Context: an optimization exercise on an open-source flow, tuned for small area, a short achievable clock period and few clock cycles per item. The choices shown serve that exercise and are no tape-out recipe. Only simulation tests tie the RTL to the original design; equivalence was not proved. Power and IR drop assume default switching activity.

[flow/design.v]
module enc_blockizer (
    input  wire       clk,
    input  wire       rst,
    input  wire       in_valid,
    input  wire [7:0] in_data,
    input  wire       in_eos,
    output wire       in_ready,
    output wire       s0_valid,
    output wire [7:0] s0_data,
    output reg        s0_first,    
    output reg  [2:0] blk_m,       
    output reg  [4:0] blk_lm1,     
    input  wire       s0_fits,     
    output reg        all_done     
);
    localparam N = 35;
    reg [7:0]   f [0:N-1];
    reg [N-1:0] v;
    reg [4:0]   rem;       
    reg         rv;        
    reg [4:0]   r [0:7];   
    reg         eos_seen;
    assign s0_valid = v[0];
    assign s0_data  = f[0];
    assign in_ready = !v[N-1];
    reg [31:1] e [0:7];
    reg [4:0]  ra [0:7];
    integer t, j;
    always @(*) begin
        for (j = 1; j < 32; j = j + 1) begin
            e[0][j] = v[j + 2];
            for (t = 1; t < 8; t = t + 1)
                e[t][j] = e[t - 1][j] & ~(f[j + 1][8 - t] ^ f[j + 2][8 - t]);
        end
        for (t = 0; t < 8; t = t + 1) begin
            ra[t] = 5'd31;
            for (j = 31; j >= 1; j = j - 1)
                if (!e[t][j]) ra[t] = j - 1;
        end
    end
    function gt8;                
        input [7:0] x;
        input [7:0] y;
        integer i;
        begin
            gt8 = 1'b0;
            for (i = 0; i < 8; i = i + 1)
                gt8 = (x[i] & ~y[i]) | (~(x[i] ^ y[i]) & gt8);
        end
    endfunction
    function [7:0] mulc;         
        input [2:0] c;
        input [4:0] x;
        integer i;
        begin
            mulc = 8'd0;
            for (i = 0; i < 32; i = i + 1)
                if (x == i) mulc = c * i;
        end
    endfunction
    function decl_small;         
        input [2:0] c;
        input [2:0] x;
        input [2:0] bb;
        integer i, q;
        begin
            decl_small = 1'b0;
            for (i = 1; i < 7; i = i + 1)
                for (q = 0; q < 7; q = q + 1)
                    if (x == i && bb == q)
                        decl_small = (q * (i + 1) < c * i);
        end
    endfunction
    reg [6:1] ne;
    reg [7:1] nz, dec;
    reg [7:0] sc [1:7];
    reg [2:0] b  [1:7];
    integer a, u;
    always @(*) begin
        for (a = 1; a < 7; a = a + 1)
            ne[a] = (r[a + 1] != r[a]);
        for (a = 1; a < 8; a = a + 1)
            nz[a] = (r[a] != r[0]);
        for (a = 1; a < 8; a = a + 1) begin
            b[a] = 3'd0;
            for (u = 1; u < a; u = u + 1)
                if (ne[u]) b[a] = u;
            sc[a]  = mulc(a, r[a]);
            dec[a] = ((a == 7) || ne[a]) && nz[a] &&
                     ((r[a][4:3] != 2'd0) || (r[a][2:0] == 3'd7) ||
                      decl_small(a, r[a][2:0], b[a]));
        end
    end
    reg [7:1] win;
    reg [4:0] res_lm1;
    reg [2:0] res_m;
    reg [2:0] fm;
    always @(*) begin
        for (a = 1; a < 8; a = a + 1) begin
            win[a] = dec[a];
            for (u = 1; u < 8; u = u + 1) begin
                if (u > a && dec[u] && !gt8(sc[a], sc[u])) win[a] = 1'b0;
                if (u < a && dec[u] &&  gt8(sc[u], sc[a])) win[a] = 1'b0;
            end
        end
        fm = 3'd0;
        for (a = 1; a < 8; a = a + 1)
            if (!nz[a]) fm = a;
        if (dec != 7'd0) begin
            res_lm1 = 5'd0;
            res_m   = 3'd0;
            for (a = 1; a < 8; a = a + 1)
                if (win[a]) begin
                    res_lm1 = res_lm1 | r[a];
                    res_m   = res_m | a;
                end
        end else begin
            res_lm1 = r[0];
            res_m   = (r[0] == 5'd0) ? 3'd0 : fm;
        end
    end
    wire remnz   = (rem != 5'd0);
    wire rem_ge2 = (rem[4:1] != 4'd0);
    wire rem_eq1 = (rem == 5'd1);
    wire r0nz    = (r[0] != 5'd0);
    wire s0_free = !v[0] || s0_fits;
    wire capture = rv && s0_free;
    wire take1   = v[1] && s0_free && (remnz || rv);
    wire dec2     = v[1] ? rem_ge2 : remnz;
    wire compact2 = &(~v[N-1:3] | v[N-2:2]);
    wire win2_ok  = (&v[33:2]) || (eos_seen && compact2 && v[2]);
    reg [N-1:1] mv;
    reg         hole;
    integer k;
    always @(*) begin
        mv[1] = take1;
        mv[2] = v[2] && (v[1] ? (s0_free && (rv ? win2_ok : (rem_ge2 || (rem_eq1 && win2_ok))))
                              : (remnz || win2_ok));
        hole  = !v[2];
        for (k = 3; k < N; k = k + 1) begin
            mv[k] = v[k] && (mv[2] || hole);
            hole  = hole || !v[k];
        end
    end
    wire arm = mv[2] && !dec2;
    wire in_acc  = in_valid && !v[N-1];
    wire free_n2 = !v[N-2] || mv[N-2];
    wire to_n2   = in_acc && free_n2;
    always @(posedge clk) begin
        if (mv[1]) f[0] <= rv ? f[1] : (f[1] << blk_m);
        for (k = 1; k < N - 2; k = k + 1)
            if (mv[k + 1]) f[k] <= f[k + 1];
        if (mv[N-1])    f[N-2] <= f[N-1];
        else if (to_n2) f[N-2] <= in_data;
        if (in_acc && !free_n2) f[N-1] <= in_data;
        if (capture) begin
            blk_m   <= res_m;
            blk_lm1 <= res_lm1;
        end
        if (take1)
            s0_first <= rv;
        if (arm)
            for (t = 0; t < 8; t = t + 1)
                r[t] <= ra[t];
    end
    always @(posedge clk) begin
        if (rst) begin
            v        <= {N{1'b0}};
            rem      <= 5'd0;
            rv       <= 1'b0;
            eos_seen <= 1'b0;
            all_done <= 1'b0;
        end else begin
            v[0] <= take1 || (v[0] && !s0_fits);
            for (k = 1; k < N - 2; k = k + 1)
                v[k] <= mv[k + 1] || (v[k] && !mv[k]);
            v[N-2] <= mv[N-1] || to_n2 || (v[N-2] && !mv[N-2]);
            v[N-1] <= (in_acc && !free_n2) || (v[N-1] && !mv[N-1]);
            if (capture)
                rem <= res_lm1;
            else if (take1)
                rem <= rem - 5'd1;
            rv <= (rv && !capture) || (arm && !(capture && r0nz));
            if (in_eos)
                eos_seen <= 1'b1;
            all_done <= eos_seen && (v[N-1:1] == {(N-1){1'b0}}) && (!v[0] || s0_fits);
        end
    end
endmodule
module enc_packer (
    input  wire       clk,
    input  wire       rst,
    input  wire       s0_valid,
    input  wire [7:0] s0_data,
    input  wire       s0_first,
    input  wire [2:0] blk_m,
    input  wire [4:0] blk_lm1,
    output wire       s0_fits,
    input  wire       all_done,
    output reg        out_valid,
    output reg  [7:0] out_data,
    output reg        out_eos,
    input  wire       out_ready
);
    reg [23:0] acc;     
    reg [4:0]  cnt;     
    reg        le7;     
    reg        le15;    
    function [1:0] room;    
        input [4:0] c;
        begin
            room = {c[4:3] == 2'd0, !c[4]};
        end
    endfunction
    assign s0_fits = s0_first ? le7 : le15;
    wire take = s0_valid && s0_fits;
    wire [4:0]  w     = s0_first ? 5'd16 : (5'd8 - {2'd0, blk_m});
    wire [15:0] pushl = s0_first ? {blk_m, blk_lm1, s0_data} : {s0_data, 8'd0};
    wire [39:0] sh    = {pushl, 24'd0} >> cnt;
    wire [23:0] comb  = acc | (take ? sh[39:16] : 24'd0);
    wire [4:0]  cc    = cnt + (take ? w : 5'd0);
    wire        full  = cc[4:3] != 2'd0;
    wire [4:0]  cce   = full ? cc - 5'd8 : 5'd0;
    wire out_free = !out_valid || out_ready;
    wire emit     = out_free && (full || (all_done && cnt != 5'd0));
    always @(posedge clk) begin
        if (rst) begin
            acc       <= 24'd0;
            cnt       <= 5'd0;
            le7       <= 1'b1;
            le15      <= 1'b1;
            out_valid <= 1'b0;
            out_eos   <= 1'b0;
        end else begin
            if (emit) begin
                acc         <= {comb[15:0], 8'd0};
                cnt         <= cce;
                {le7, le15} <= room(cce);
            end else begin
                acc         <= comb;
                cnt         <= cc;
                {le7, le15} <= room(cc);
            end
            out_valid <= emit || (out_valid && !out_ready);
            out_eos   <= all_done && cnt == 5'd0 && (!out_valid || out_ready);
        end
    end
    always @(posedge clk)
        if (emit)
            out_data <= comb[23:16];
endmodule
module bitpack_enc (
    input  wire       clk,
    input  wire       rst,
    input  wire       in_valid,
    input  wire [7:0] in_data,
    input  wire       in_eos,
    output wire       in_ready,
    output wire       out_valid,
    output wire [7:0] out_data,
    output wire       out_eos,
    input  wire       out_ready
);
    wire       s0_valid;
    wire [7:0] s0_data;
    wire       s0_first;
    wire [2:0] blk_m;
    wire [4:0] blk_lm1;
    wire       s0_fits;
    wire       all_done;
    enc_blockizer u_blk (
        .clk(clk), .rst(rst),
        .in_valid(in_valid), .in_data(in_data), .in_eos(in_eos), .in_ready(in_ready),
        .s0_valid(s0_valid), .s0_data(s0_data), .s0_first(s0_first),
        .blk_m(blk_m), .blk_lm1(blk_lm1), .s0_fits(s0_fits), .all_done(all_done)
    );
    enc_packer u_pack (
        .clk(clk), .rst(rst),
        .s0_valid(s0_valid), .s0_data(s0_data), .s0_first(s0_first),
        .blk_m(blk_m), .blk_lm1(blk_lm1), .s0_fits(s0_fits), .all_done(all_done),
        .out_valid(out_valid), .out_data(out_data), .out_eos(out_eos), .out_ready(out_ready)
    );
endmodule
[flow/flow/run.sh]
#!/bin/bash
# Standard layout (the standard.sh: standard synthesis and ORFS steps),
# with timing repair aiming for extra setup slack. Full make output goes to
# flow.log in this folder; ORFS writes each step's log under orfs/logs.
set -euo pipefail
bash standard.sh SETUP_SLACK_MARGIN=9 finish > flow.log 2>&1
[flow/standard.sh]
#!/bin/bash
# synth_recipe.tcl (not shown) runs the flow's synth.tcl, then flattens the netlist and writes it again
# the make line also repeats each setting of config.mk as NAME=value (left out here)
make -C /OpenROAD-flow-scripts/flow DESIGN_CONFIG=/design/flow/config.mk WORK_HOME=/design/flow/orfs CLKGATE_MAP_FILE= SYNTH_SCRIPT=/design/flow/synth_recipe.tcl "${@:-finish}"
[flow/config.mk]
export PLATFORM = sky130hd
export DESIGN_NAME = bitpack_enc
export DESIGN_NICKNAME = bitpack_enc
export VERILOG_FILES = /design/flow/design.v
export SDC_FILE = /design/flow/constraint.sdc
export NUM_CORES = 4
export LEC_CHECK = 0
export CAP_MARGIN = 20
export CORE_MARGIN = 2
export CORE_UTILIZATION = 60
export CTS_CLUSTER_DIAMETER = 70
export CTS_CLUSTER_SIZE = 26
export PLACE_DENSITY = 0.8
export SLEW_MARGIN = 20
[flow/constraint.sdc]
create_clock -name core_clock -period 13.0 [get_ports {clk}]
set_input_delay 2.6000 -clock core_clock [delete_from_list [all_inputs] [get_ports {clk}]]
set_output_delay 2.6000 -clock core_clock [all_outputs]
set_load 0.01 [all_outputs]
==> results.txt <==
## sequential cells by signal (all words and copies together) (netlist names), 5 cells and up
name / cells
u_pack.cnt: 5
u_blk.f: 280
u_blk.rem: 5
u_blk.r: 40
u_blk.v: 35
u_blk.blk_lm1: 5
u_pack.out_data: 8
u_pack.acc: 24
## through the flow
stage,std cells,hold WS [ns],area (sq um),util,worst slack [ns]
2_1_floorplan,2800,0.400,26600,-,9.20
3_3_place_gp,3283,0.402,27100,0.615,8.76
3_5_place_dp,3284,0.407,27100,0.615,8.64
4_1_cts,3339,0.427,28100,0.639,8.79
5_1_grt,3385,0.441,28600,0.649,8.93
6_report,3385,0.424,28600,0.649,9.04
## synthesized netlist by cell type (7+ instances only)
master	instances
a221oi_1	14
a311oi_1	11
and4_1	12
o311ai_0	7
xnor2_1	174
inv_1	116
o21a_1	15
a21o_1	27
a211oi_1	36
nand4b_1	11
mux2_1	8
ha_1	106
nand2b_1	19
o21ai_0	118
mux2_2	12
nand3_1	155
nor2_1	211
mux2i_1	23
clkbuf_1	98
a21boi_0	17
o22ai_1	27
nor4_1	32
xor2_1	115
buf_2	36
and2_1	32
nand2_1	231
o21bai_1	10
a31oi_1	33
dfxtp_1	76
and3_1	40
or2_2	18
edfxtp_1	337
a21oi_1	193
o211ai_1	28
nor3_1	94
nand4_1	47
or3_1	39
nor2b_1	35
o31ai_1	14
o221ai_1	13
a22o_1	7
a2111oi_0	16
## critical path: cells and delay by family (launching register included)
kind,cells,cell delay (ns)
buf+inv,2,0.27
fa+ha+maj,1,0.30
compound gates,5,1.39
simple gates,5,1.30
flops,1,0.49
## cells by family (layout without fill, tap and decap cells)
family / Yosys count / after routing / synth area share
XOR/XNOR: 290 / 290 / 0.0957
buffers and inverters: 266 / 259 / 0.0407
multiplexers: 47 / 47 / 0.0205
AND/OR/NAND/NOR: 1019 / 1019 / 0.193
AO/OA/AOI/OAI: 658 / 658 / 0.162
adder cells (fa/ha/maj): 107 / 107 / 0.0506
flip-flops: 413 / 413 / 0.437
## final cells by class
cell class,count,share of cell area
Clock buffer,27,0.0236
Clock inverter,20,0.00871
Inverter,118,0.0155
Multi-Input combinational cell,2121,0.493
Sequential cell,413,0.407
Tap cell,592,0.0259
Timing Repair Buffer,94,0.0260
## per-layer routing
metal  vias up  part of all wire
li1      10300                 -
met1     10700              0.41
met2      1064              0.47
met3       229             0.072
met4         0             0.052
met5         -                 0
## path summary, 6_finish.rpt
kind,start,endpoint,slack [ns],depth (start not counted)
max,u_blk.r[7][0],u_blk.blk_lm1[3],9.04,13
min,u_blk.f[9][0],u_blk.f[8][0],0.42,0
max reg2reg,u_blk.r[7][0],u_blk.blk_lm1[3],9.04,13
min reg2reg,u_blk.f[9][0],u_blk.f[8][0],0.42,0
## power by group
part           switching, mW  total (mW)  internal, mW
clock network          0.502       0.929         0.427
registers            0.00649        1.42          1.42
logic                 0.0138      0.0235       0.00961
total                  0.522        2.37          1.85
## layout by cell type (no fill, tap or decap), types with 14 or more instances in the layout
master	instances
a21boi_0	16
mux2i_1	23
o22ai_1	26
a21oi_1	188
a221oi_1	14
nor3_1	92
inv_1	114
a31oi_1	29
o211ai_1	28
nor4_1	31
a211oi_1	36
nand4_1	47
nand2_1	231
dfxtp_1	74
clkbuf_16	27
and3_1	40
o21a_1	15
a2111oi_0	14
and2_1	31
nor2_1	206
o21ai_0	118
nand2b_1	19
nand3_1	155
or3_1	39
xor2_1	113
o31ai_1	14
edfxtp_1	337
ha_1	106
xnor2_1	171
or2_2	18
a21o_1	27
buf_4	70
nor2b_1	31
## timing repair
action                     in CTS  in global routing
setup endpoints to repair     120                145
pin swaps                       0                  3
setup buffers                   8                 46
resized for setup              29                 23
==> results_dict.tcl <==
set metrics [dict create \
    status "complete, no violations" \
    slew_headroom 0.295 \
    grt_usage 0.322 \
    holdBufCountCts 0 \
    worstPathMaxFanout 6 \
    tightest_slew_ns 1.05 \
    cts_tree "built" \
    die-area_sq_um 46100 \
    die_w_um 215 \
    htree_levels 1 \
    ys_warn_count 9 \
    yosysSeqAreaShare 0.437 \
    synth_area_leader_cell "edfxtp_1" \
    cts_sinks 413 \
    setup.worst_path.class "register to register" \
    p_total_mw 2.37 \
    coreArea_sq_um 44000 \
    power.density_nw_per_um2 83.1 \
    clkTransAtPathRegs_ns 0.10 \
    overflow 0 \
    synth_top_area_frac 0.380 \
    ys_ff_latch 413 \
    fin_crit_sh 0.305 \
    rsz0062_at_grt "false" \
    fin_crit_ns 3.96 \
    place.gp.congestion 0.972 \
    vias 22300 \
    worst_path_largest_cell_delay_ns 0.56 \
    use_met2 0.535 \
    power.leakage_nw 9.63 \
    met1_usage 0.424 \
    drc_errors 0 \
    vias_per_cell 6.58 \
    nets 2894 \
    grtUsageMet3 0.0338 \
    first_iter_violations 2794 \
    startpoint_type "register" \
    cts-root-buf "clkbuf_16" \
    layout-area-overhead-vs-synth_pct 7.39 \
    firstDrtPassIters 8 \
    ir_drop_v 0.000115 \
    clk_path_buf_depth 3 \
    io_pins 24 \
    slowest_stage "o41ai_1" \
    synthCells 2800 \
    num-fill-cells 3562 \
    grt_antenna_before_repair 0 \
    ant_nets 0 \
    async_flop_share 0 \
    clock.fmax_ghz 0.252 \
    worstHoldPathType "register to register" \
    drv_cap 0 \
    finalHoldViolations 0 \
    diodes 0 \
    die_height_um 215 \
    synth-edff-count 337 \
    gr-max-usage-layer "met2" \
    setup_violations 0 \
    crit_path_end_kind "register" \
    first_global_vias 21300 \
    layout.area.seq_sq_um 11600 \
    syn-num-nets 2920 \
    avgSynthCellArea_sq_um 9.51 \
    rows 77 \
    netlist_area_sq_um 26600 \
    finalClockSkew_ns 0.0544 \
    wl_mm 75.9 \
    ys_types 98 \
    cts_buffers 26 \
    drv_slew 0 \
    start_util 0.605 \
    grt_start_max_net_pins 63 \
    fin_setup_tns_ns 0 \
    synth_ff_type "edfxtp_1" \
    path_cells "buf_4 > or3_1 > nand2_1 > ha_1 > and4b_1 > o21ai_0 > a21oi_1 > o41ai_1 > and2b_2 > nand4b_1 > o221ai_1 > o31ai_1 > inv_1" \
    grt_pass1_wl_mm 119 \
    multiInputGateArea_sq_um 14100 \
    wl_per_cell_um 22.4 \
    io_buffers 23 \
    clk_latency_ns 0.62 \
    dpl.hpwl_mm 57.7 \
    cp.arrival_ns 4.34 \
    drive_gt1_frac 0.0791 \
    yosys-top-cells-area "edfxtp_1 (38%), xnor2_1 (5.7%), dfxtp_1 (5.7%)" \
    worstPathRequired_ns 13.38 \
]
Testbench counts, summed over its fixed seeds: cycles 34,806, items 31,210.

==> re-timing with driven ports <==
The results above use ideal ports. As a check the final layout listed here was re-extracted and re-timed, cells and wires unchanged. Step 1 assumes that a clkbuf_16 drives the clock port and a buf_2 every other input. Step 2, shift: input delay + t, output delay - t, t = (earliest + latest rising clock arrival at the registers) / 2. This alone moves slack from input paths to output paths. Three values: no drivers, after step 1, after step 2; two values: the first two.
t (ns): 0.653
setup WS [ns]: 9.037 / 8.991 / 8.690
worst setup path after step 2: input to register
clock arrival spread, ns: 0.055 / 0.055
pins driven straight from the clock port: 1
After both steps this run still meets setup and hold. For this run, drivers alone change the setup slack by -0.046 ns; drivers and shift together by -0.347 ns.
